From an optimization exercise on the open Yosys and OpenROAD flow, aimed at small area, a short achievable clock period and few clock cycles; shortcuts taken in it are not production practice. Where RTL was checked, it was by simulation tests only, not by an equivalence proof against the original. Power figures rest on the tool's default switching activity, not on a simulated workload.

Design rawc_seq, start of the top module:
module rawc_seq (
    input  wire        clk,
    input  wire        rst,         
    input  wire        cmd_valid,
    output wire        cmd_ready,
    input  wire [31:0] cmd_word,
    input  wire        wr_valid,
    output wire        wr_ready,
    input  wire [7:0]  wr_byte,
    output wire        rd_valid,
    output wire [7:0]  rd_byte,
    output wire        rsp_valid,
    input  wire        rsp_ready,
    output wire [31:0] rsp_word,
    output wire        p_valid,
    input  wire        p_ready,
    output wire [3:0]  p_kind,
    output wire [5:0]  p_reg,
    output wire        p_word,
    output wire [15:0] p_wdata,
    input  wire [31:0] p_rdata
);
    localparam [3:0] K_RD    = 4'd1;    
    localparam [3:0] K_WR    = 4'd2;    
    localparam [3:0] K_ARD   = 4'd3;    
    localparam [3:0] K_ARDB  = 4'd4;    
    localparam [3:0] K_AWR   = 4'd5;    
    localparam [3:0] K_AWRB  = 4'd6;    
    localparam [3:0] K_EDIS  = 4'd7;    
    localparam [3:0] K_EEN   = 4'd8;    
    localparam [3:0] K_TMR   = 4'd9;    
    localparam [3:0] K_DLY   = 4'd10;   
    localparam [3:0] K_DIAG  = 4'd11;   
    localparam [3:0] OP_INIT     = 4'h1;
    localparam [3:0] OP_ALLOC_M  = 4'h2;
    localparam [3:0] OP_ALLOC_D  = 4'h3;
    localparam [3:0] OP_DEALL_M  = 4'h4;
    localparam [3:0] OP_DEALL_D  = 4'h5;
    localparam [3:0] OP_MOUNT_RX = 4'h6;
    localparam [3:0] OP_SEND_M   = 4'h7;
    localparam [3:0] OP_SET_IDX  = 4'h8;
    localparam [3:0] OP_GET_IDX  = 4'h9;
    localparam [3:0] OP_READ_B   = 4'hA;
    localparam [3:0] OP_WRITE_B  = 4'hB;
  ...
export LEC_CHECK = 0
export CAP_MARGIN = 20
export CORE_MARGIN = 2
export CORE_UTILIZATION = 40
export SLEW_MARGIN = 20
create_clock -name core_clock -period 5.0 [get_ports {clk}]
run.sh (not shown) runs the stock make flow with config.mk's settings and CLKGATE_MAP_FILE= SYNTH_SCRIPT=/design/flow/synth_recipe.tcl, a recipe that flattens the netlist after the stock synthesis.
The baseline produced a clean layout.
Testbench counts at the start, summed over its fixed seeds: cycles 146,720.
Rerun with:
ABC_CLOCK_PERIOD_IN_PS = 2800   (was default)
SETUP_SLACK_MARGIN = 2.2   (was default)
Outcome: Total power rose by about 4.3%. Worst hold slack is better by 0.0050 ns. Via count grows by about 9%. Die area does not change. Fmax came out higher by 21%. Non-clock buffer count climbs by 123. Worst setup slack is better by 0.82 ns. Wire length goes up by about 12%. Clock skew came out lower by 0.0033 ns.


## build 6
rawc_seq, a different RTL version from the one above (not shown whole).
Size in the first run: about 970 cells after synthesis, roughly 78 flip-flops, roughly 150 I/O pins, ~0.0075 sq mm of cells after synthesis.
Settings: LEC_CHECK=0, CAP_MARGIN=10, CORE_MARGIN=2, CORE_UTILIZATION=55, SETUP_SLACK_MARGIN=1.6, SLEW_MARGIN=10; clock period 5.0 ns.
standard.sh (not shown) runs the stock make flow with config.mk's settings and CLKGATE_MAP_FILE= SYNTH_SCRIPT=/design/flow/synth_recipe.tcl, a recipe that flattens the netlist after the stock synthesis.
==> flow/flow/run.sh <==
#!/bin/bash
# Layout flow: the standard ORFS flow (standard.sh), with these changes:
#  - the port buffers inserted during placement use the smallest buffer cell;
#  - synthesis leaves adders to ABC instead of extracting half/full adder
#    cells (ADDER_MAP_FILE empty), so carry chains are mapped as logic; the
#    synthesis script and its register names are the standard ones;
#  - clock tree synthesis uses clkbuf_4/clkbuf_8 and adds no dummy loads.
set -euo pipefail
export BUFFER_PORTS_ARGS="-buffer_cell sky130_fd_sc_hd__buf_1"
export ADDER_MAP_FILE=
export CTS_ARGS="-sink_clustering_enable -repair_clock_nets -buf_list {sky130_fd_sc_hd__clkbuf_4 sky130_fd_sc_hd__clkbuf_8} -dont_use_dummy_load"
bash standard.sh > standard_flow.log 2>&1
Input-level comparison between trial 20 and build 6:
Settings: SLEW_MARGIN now 20, was 10; CAP_MARGIN now 20, was 10; SETUP_SLACK_MARGIN now 1.5, was 1.6.
[summary]
- On setup slack: between build 6 and trial 20, it ends up lower for trial 20.
- Relative to build 6, share of final layout cell area taken by non-clock buffers has gone down in trial 20.
- Going from build 6 to trial 20, fraction of the cycle the final worst path needs grows by 1.1 points.
- Diff build 6 -> trial 20: power dropped 0.94%, share of cells above drive strength 1 went down, final cell count flat.
- Summary of trial 20 over build 6: clock period minus final worst setup slack increased by 0.056 ns relative to the old numbers; sequential share of layout area went up; total global routing track utilization decreased by 0.40 points relative to the old numbers.
- Changes observed in trial 20 relative to build 6: total non-filler cell area in the finished layout -about 1.6%, number of vias in the routed layout -31.
No run of this note included a check of the RTL's function; only the layout flow was run.


rawc_seq, a different RTL version from the one above (not shown whole).
Size in the first run: about 960 cells after synthesis, about 7500 um2 of cells after synthesis.
clock: 5.0 ns
lec_check: 0
abc_clock_period_in_ps: 2500
cap_margin: 20
core_margin: 2
core_utilization: 40
setup_slack_margin: 1.5
slew_margin: 20
==> flow/flow/run.sh <==
#!/bin/bash
# Layout flow: the standard ORFS flow (standard.sh), with two changes:
#  - the port buffers inserted during placement use the smallest buffer cell;
#  - synthesis leaves adders to ABC instead of extracting half/full adder
#    cells (ADDER_MAP_FILE empty), so carry chains are mapped as logic.
# The synthesis script and its register names are the standard ones.
set -euo pipefail
export BUFFER_PORTS_ARGS="-buffer_cell sky130_fd_sc_hd__buf_1"
export ADDER_MAP_FILE=
bash standard.sh > standard_flow.log 2>&1
Then changed:
ABC_CLOCK_PERIOD_IN_PS = default   (was 2500)
SETUP_SLACK_MARGIN = 1.25   (was 1.5)
Clock skew hardly moves.
Via count drops by a few percent.
Die area stays the same.
Non-clock buffer count decreases by 17.
Cell count goes down slightly.
Then changed:
SETUP_SLACK_MARGIN = 1.5   (was 1.25)
Outcome: The changed run produced a clean layout; worst setup slack gets better by 0.25 ns; sequential share of layout area fell by 0.78 points; wire length rose by 1.6%.
Then changed:
SETUP_SLACK_MARGIN = 1.0   (was 1.5)
After rerunning: The changed run completed without violations; via count is lower by about 1.6%; final cell count went down by 1.3%; worst setup slack degrades by 0.43 ns; power fell by 0.63%; clock power barely changes; worst hold slack hardly moves; critical path depth grows by 3; die area stays the same; area after synthesis stays the same; design area is lower by about 4%.
Function was not checked in any run of this note: the RTL went through the layout flow alone.


rawc_seq, a different RTL version from the one above (not shown whole).
For scale: roughly 970 cells after synthesis, about 83 flip-flops, ~150 I/O pins.
clock: 5.0 ns
lec_check: 0
cap_margin: 20
core_margin: 2
core_utilization: 40
setup_slack_margin: 1.5
slew_margin: 20
Scripts as last shown in full above: flow/flow/run.sh
Change:
--- a/flow/config.mk
+++ b/flow/config.mk
@@ -11 +11 @@
-export SETUP_SLACK_MARGIN = 1.5
+export SETUP_SLACK_MARGIN = 1.75
=>
- clock power rose by 4.3%
- synthesized area does not change
- first-iteration DRC count rose by 3.2%
No functional check of the RTL was part of any run of this note.


== try-umber ==
Another version of the RTL of rawc_seq (not shown whole).
Size: roughly 950 cells after synthesis, ~83 flip-flops, roughly 150 I/O pins, about 7500 um^2 of cells after synthesis.
// rawc_seq
module rawc_seq (
    input  wire        clk,
    input  wire        rst,         
    input  wire        cmd_valid,
    output wire        cmd_ready,
    input  wire [31:0] cmd_word,
    input  wire        wr_valid,
    output wire        wr_ready,
    input  wire [7:0]  wr_byte,
    output wire        rd_valid,
    output wire [7:0]  rd_byte,
    output wire        rsp_valid,
    input  wire        rsp_ready,
    output wire [31:0] rsp_word,
    output wire        p_valid,
    input  wire        p_ready,
    output wire [3:0]  p_kind,
    output wire [5:0]  p_reg,
    output wire        p_word,
    output wire [15:0] p_wdata,
    input  wire [31:0] p_rdata
);
==> flow/config.mk <==
export PLATFORM = sky130hd
export DESIGN_NAME = rawc_seq
export DESIGN_NICKNAME = rawc_seq
export VERILOG_FILES = /design/flow/design.v
export SDC_FILE = /design/flow/constraint.sdc
export NUM_CORES = 4
export LEC_CHECK = 0
export CAP_MARGIN = 10
export CORE_MARGIN = 2
export CORE_UTILIZATION = 65
export SETUP_SLACK_MARGIN = 1.6
export SLEW_MARGIN = 10
==> flow/constraint.sdc <==
create_clock -name core_clock -period 5.0 [get_ports {clk}]
set_input_delay 1.0000 -clock core_clock [delete_from_list [all_inputs] [get_ports {clk}]]
set_output_delay 1.0000 -clock core_clock [all_outputs]
set_load 0.01 [all_outputs]
==> flow/flow/run.sh <==
#!/bin/bash
# Layout flow: the standard ORFS flow (standard.sh), with these changes:
#  - the port buffers inserted during placement use the smallest buffer cell;
#  - synthesis leaves adders to ABC instead of extracting half/full adder
#    cells (ADDER_MAP_FILE empty), so carry chains are mapped as logic; the
#    synthesis script and its register names are the standard ones;
#  - clock tree synthesis uses clkbuf_4/clkbuf_8 and adds no dummy loads.
set -euo pipefail
export BUFFER_PORTS_ARGS="-buffer_cell sky130_fd_sc_hd__buf_1"
export ADDER_MAP_FILE=
export CTS_ARGS="-sink_clustering_enable -repair_clock_nets -buf_list {sky130_fd_sc_hd__clkbuf_4 sky130_fd_sc_hd__clkbuf_8} -dont_use_dummy_load"
bash standard.sh > standard_flow.log 2>&1
Testbench counts of try-umber, summed over its fixed seeds: cycles 146,720.
Relative to try-umber, the following input files were edited for try-amber:
Settings: CORE_UTILIZATION now 55, was 65.
--- outcome ---
- Compared with try-umber, in try-amber die area went up; power in the clock group did not really move; total chip power did not really move.
- try-amber vs try-umber: area overhead of the layout relative to synthesis up
- Diff try-umber -> try-amber: logic depth of the worst setup path including buffers fell 2, depth of the worst register-to-register path -1.
- | wire length | higher: try-amber |
- Re slack of the critical path: try-umber and try-amber aren't equal, and the lower value belongs to try-umber.
Here is what was changed in the inputs of try-yarrow compared with try-amber.
Settings: SETUP_SLACK_MARGIN: 1.6 -> 1.5; CAP_MARGIN: 10 -> 20; CTS_BUF_LIST: unset -> sky130_fd_sc_hd__clkbuf_4 sky130_fd_sc_hd__clkbuf_8; SLEW_MARGIN: 10 -> 20.
==> flow/flow/run.sh <==
#!/bin/bash
# Layout flow: the standard ORFS flow (standard.sh), with two changes:
#  - the port buffers inserted during placement use the smallest buffer cell;
#  - synthesis leaves adders to ABC instead of extracting half/full adder
#    cells (ADDER_MAP_FILE empty), so carry chains are mapped as logic.
# The synthesis script and its register names are the standard ones.
set -euo pipefail
export BUFFER_PORTS_ARGS="-buffer_cell sky130_fd_sc_hd__buf_1"
export ADDER_MAP_FILE=
bash standard.sh > standard_flow.log 2>&1
--- outcome ---
Going from try-amber to try-yarrow, wire length roughly the same, sequential power flat, sequential standard cell area ~0 delta, area share of xor/xnor cells in the synthesized design closely matched the old numbers.
Run comparison: try-yarrow slowest cell on the critical path sky130_fd_sc_hd__dfxtp_4; try-amber slowest cell on the critical path sky130_fd_sc_hd__edfxtp_1
[inputs] try-fjord vs try-yarrow
Settings: CTS_BUF_LIST no longer set, was sky130_fd_sc_hd__clkbuf_4 sky130_fd_sc_hd__clkbuf_8; CAP_MARGIN now 10, was 20; SLEW_MARGIN now 10, was 20; TNS_END_PERCENT now 20, previously not set; SETUP_SLACK_MARGIN now 1.6, was 1.5.
==> flow/flow/run.sh <==
#!/bin/bash
# Layout flow: the standard ORFS flow (standard.sh), with these changes:
#  - the port buffers inserted during placement use the smallest buffer cell;
#  - synthesis leaves adders to ABC instead of extracting half/full adder
#    cells (ADDER_MAP_FILE empty), so carry chains are mapped as logic; the
#    synthesis script and its register names are the standard ones;
#  - clock tree synthesis uses clkbuf_4/clkbuf_8 and adds no dummy loads.
set -euo pipefail
export BUFFER_PORTS_ARGS="-buffer_cell sky130_fd_sc_hd__buf_1"
export ADDER_MAP_FILE=
export CTS_ARGS="-sink_clustering_enable -repair_clock_nets -buf_list {sky130_fd_sc_hd__clkbuf_4 sky130_fd_sc_hd__clkbuf_8} -dont_use_dummy_load"
bash standard.sh > standard_flow.log 2>&1
==> summary.txt <==
- The run with more setup slack is try-fjord; try-yarrow has less.
- In try-fjord relative to try-yarrow, wire length of the first global-routing pass had gone down slightly.
- Diff try-yarrow..try-fjord | number of logic inverters in the finished layout | unchanged
- In try-fjord, first-pass iteration count of the detailed router is lower than in try-yarrow.
- Met2 demand-to-capacity share in global routing: try-yarrow vs try-fjord, no meaningful difference
- Via count of the first global-routing pass: try-fjord vs try-yarrow — no meaningful difference
Modified inputs, try-juniper compared to try-fjord
Settings: GPL_ROUTABILITY_DRIVEN now 0, previously not set; TNS_END_PERCENT no longer set, was 20.
try-juniper: final cell count higher than try-fjord. Between try-fjord and try-juniper, the number of max-cap violations does not differ in any meaningful way. Changes observed in try-juniper relative to try-fjord: setup slack of the worst register-to-register path picked up an extra 0.04 ns; number of global-route vias before repair lost 271. On wire length of the first global-routing pass, the higher figure sits with try-fjord, not try-juniper. try-juniper vs. try-fjord: part of the cycle the worst path needs fell 2.2 points, average wire per cell in the routed design shrank by 0.94%, hold violation total from the final report neither gained nor lost much, utilization after layout picked up an extra 1.0 points, relative slew slack rose by 1.4 points. Against try-fjord, try-juniper reports a met3 global-route usage that is higher.
diff inputs: try-juniper => try-onyx
Settings: SETUP_SLACK_MARGIN: 1.6 -> 1.75; GPL_ROUTABILITY_DRIVEN: 0 -> unset.
Findings:
Post-layout total power delta (try-juniper -> try-onyx): insignificant. Part of the power in combinational logic in try-onyx vs try-juniper: up 0.7 points. try-onyx vs. try-juniper: sequential cell area share now sits lower; relative contribution of sequential cells to total power now sits at about the same level.


## maple
RTL: one of the versions met above, not the one the previous note started from.
Size in the first run: about 83 flip-flops, ~150 I/O pins, ~7600 sq um of cells after synthesis.
Settings: LEC_CHECK=0, CAP_MARGIN=20, CORE_MARGIN=2, CORE_UTILIZATION=40, SETUP_SLACK_MARGIN=1.5, SLEW_MARGIN=20; clock period 5.0 ns.
==> flow/flow/run.sh <==
#!/bin/bash
# Layout flow: the standard ORFS flow, unchanged, except that the port
# buffers inserted during placement use the smallest buffer cell.
set -euo pipefail
export BUFFER_PORTS_ARGS="-buffer_cell sky130_fd_sc_hd__buf_1"
bash standard.sh > standard_flow.log 2>&1
maple ended with every stage complete and zero timing, DRC or antenna violations.
> inputs changed (maple -> lagoon)
Settings: changing CORE_UTILIZATION from 40 to 60.
Notes after the runs:
Arrival time at the worst endpoint (higher): maple
The lower number of non-clock buffers came out of lagoon.
Re critical path depth: lagoon is 1 down on maple.
When lagoon is measured against maple, its worst hold margin turns out 0.016 ns lower.
lagoon: routing usage on met3 higher than maple
Looking only at total of clock buffers placed in the layout, and setting everything else aside, the higher value of lagoon and maple goes to lagoon.
lagoon does better than maple on clock skew.
As far as number of sinks on the clock net goes, lagoon and maple are indistinguishable; the numbers are identical.
lagoon went all the way through the flow, and no timing, DRC or antenna check failed.
The following lists how raven was set up differently from lagoon:
Settings: CORE_UTILIZATION changed from 60 to 40; SETUP_SLACK_MARGIN changed from 1.5 to 2.0.
==> flow/flow/run.sh <==
#!/bin/bash
# Layout flow: the standard ORFS flow (standard.sh), with two changes:
#  - the port buffers inserted during placement use the smallest buffer cell;
#  - synthesis leaves adders to ABC instead of extracting half/full adder
#    cells (ADDER_MAP_FILE empty), so carry chains are mapped as logic.
# The synthesis script and its register names are the standard ones.
set -euo pipefail
export BUFFER_PORTS_ARGS="-buffer_cell sky130_fd_sc_hd__buf_1"
export ADDER_MAP_FILE=
bash standard.sh > standard_flow.log 2>&1
--- outcome ---
lagoon -> raven: clock transition time at the flip-flop clock pins of the worst setup and hold paths flat. In raven the utilization turned out 19 points lower than in lagoon. The maximum frequency in lagoon is 0.914 times that in raven. Measured against each other, lagoon and raven differ in gate count after technology mapping, the higher figure coming from raven. Total power: raven vs lagoon up 120 uW. Relative to lagoon, the multi-input combinational cell count measured on raven has increased by a little under 10%.
Setup changes, raven to tundra
Settings: changing SETUP_SLACK_MARGIN from 2.0 to 2.5.
==> summary.txt <==
- Looking at the reports, tundra completed the entire flow and the layout it produced met the timing, DRC and antenna checks.
- From raven to tundra the numbers moved as follows: total power went down, global-route usage did not really move, leakage dissipation went up, core utilization went up, post-detailed-placement half-perimeter wirelength went down.
Function was not checked in any run of this note: the RTL went through the layout flow alone.

[what the ideal ports hide]
The results above use ideal ports. As a check the final layouts listed here were re-extracted and re-timed, cells and wires unchanged. Step 1 assumes that a clkbuf_16 drives the clock port and a buf_2 every other input. Step 2 also shifts input and output timing later by t, the mid clock arrival at the registers, as if the neighbouring blocks saw the same clock. Slacks: ideal ports / drivers / drivers and shift; pairs: ideal ports / drivers.
run	t, ns	setup slack, ns	latest minus earliest clock arrival (ns)	worst data-port slew with drivers (ns)
the first run of note 1	0.401	0.238 / 0.264 / -0.137	0.013 / 0.014	0.04
the second run of note 1	0.400	1.055 / 1.066 / 0.666	0.010 / 0.010	0.05
build 6	0.417	1.626 / 1.587 / 1.225	0.019 / 0.019	0.04
trial 20	0.417	1.570 / 1.531 / 1.165	0.024 / 0.024	0.04
the first run of note 3	0.391	1.587 / 1.545 / 1.226	0.012 / 0.011	0.04
the second run of note 3	0.390	1.341 / 1.299 / 1.045	0.014 / 0.013	0.04
the third run of note 3	0.391	1.587 / 1.545 / 1.226	0.012 / 0.011	0.04
the fourth run of note 3	0.390	1.159 / 1.116 / 1.052	0.013 / 0.013	0.04
the first run of note 4	0.402	1.529 / 1.481 / 1.267	0.010 / 0.009	0.04
the second run of note 4	0.398	1.609 / 1.565 / 1.370	0.016 / 0.015	0.05
try-umber	0.407	1.615 / 1.579 / 1.321	0.017 / 0.016	0.04
try-amber	0.408	1.693 / 1.653 / 1.317	0.026 / 0.026	0.04
try-yarrow	0.423	1.486 / 1.445 / 1.247	0.012 / 0.012	0.04
try-fjord	0.408	1.505 / 1.465 / 1.202	0.025 / 0.024	0.04
try-juniper	0.407	1.614 / 1.627 / 1.220	0.032 / 0.032	0.05
try-onyx	0.417	1.742 / 1.702 / 1.407	0.028 / 0.028	0.04
maple	0.396	1.342 / 1.336 / 0.941	0.010 / 0.009	0.07
lagoon	0.393	1.381 / 1.339 / 0.990	0.005 / 0.005	0.06
raven	0.394	1.693 / 1.649 / 1.379	0.011 / 0.011	0.06
tundra	0.393	1.712 / 1.682 / 1.317	0.013 / 0.013	0.06
With both steps, setup timing fails in the first run of note 1, where it was met with ideal ports. The setup slack of trial 20, which loses most, moves by -0.039 ns with the drivers and by -0.405 ns with both steps.
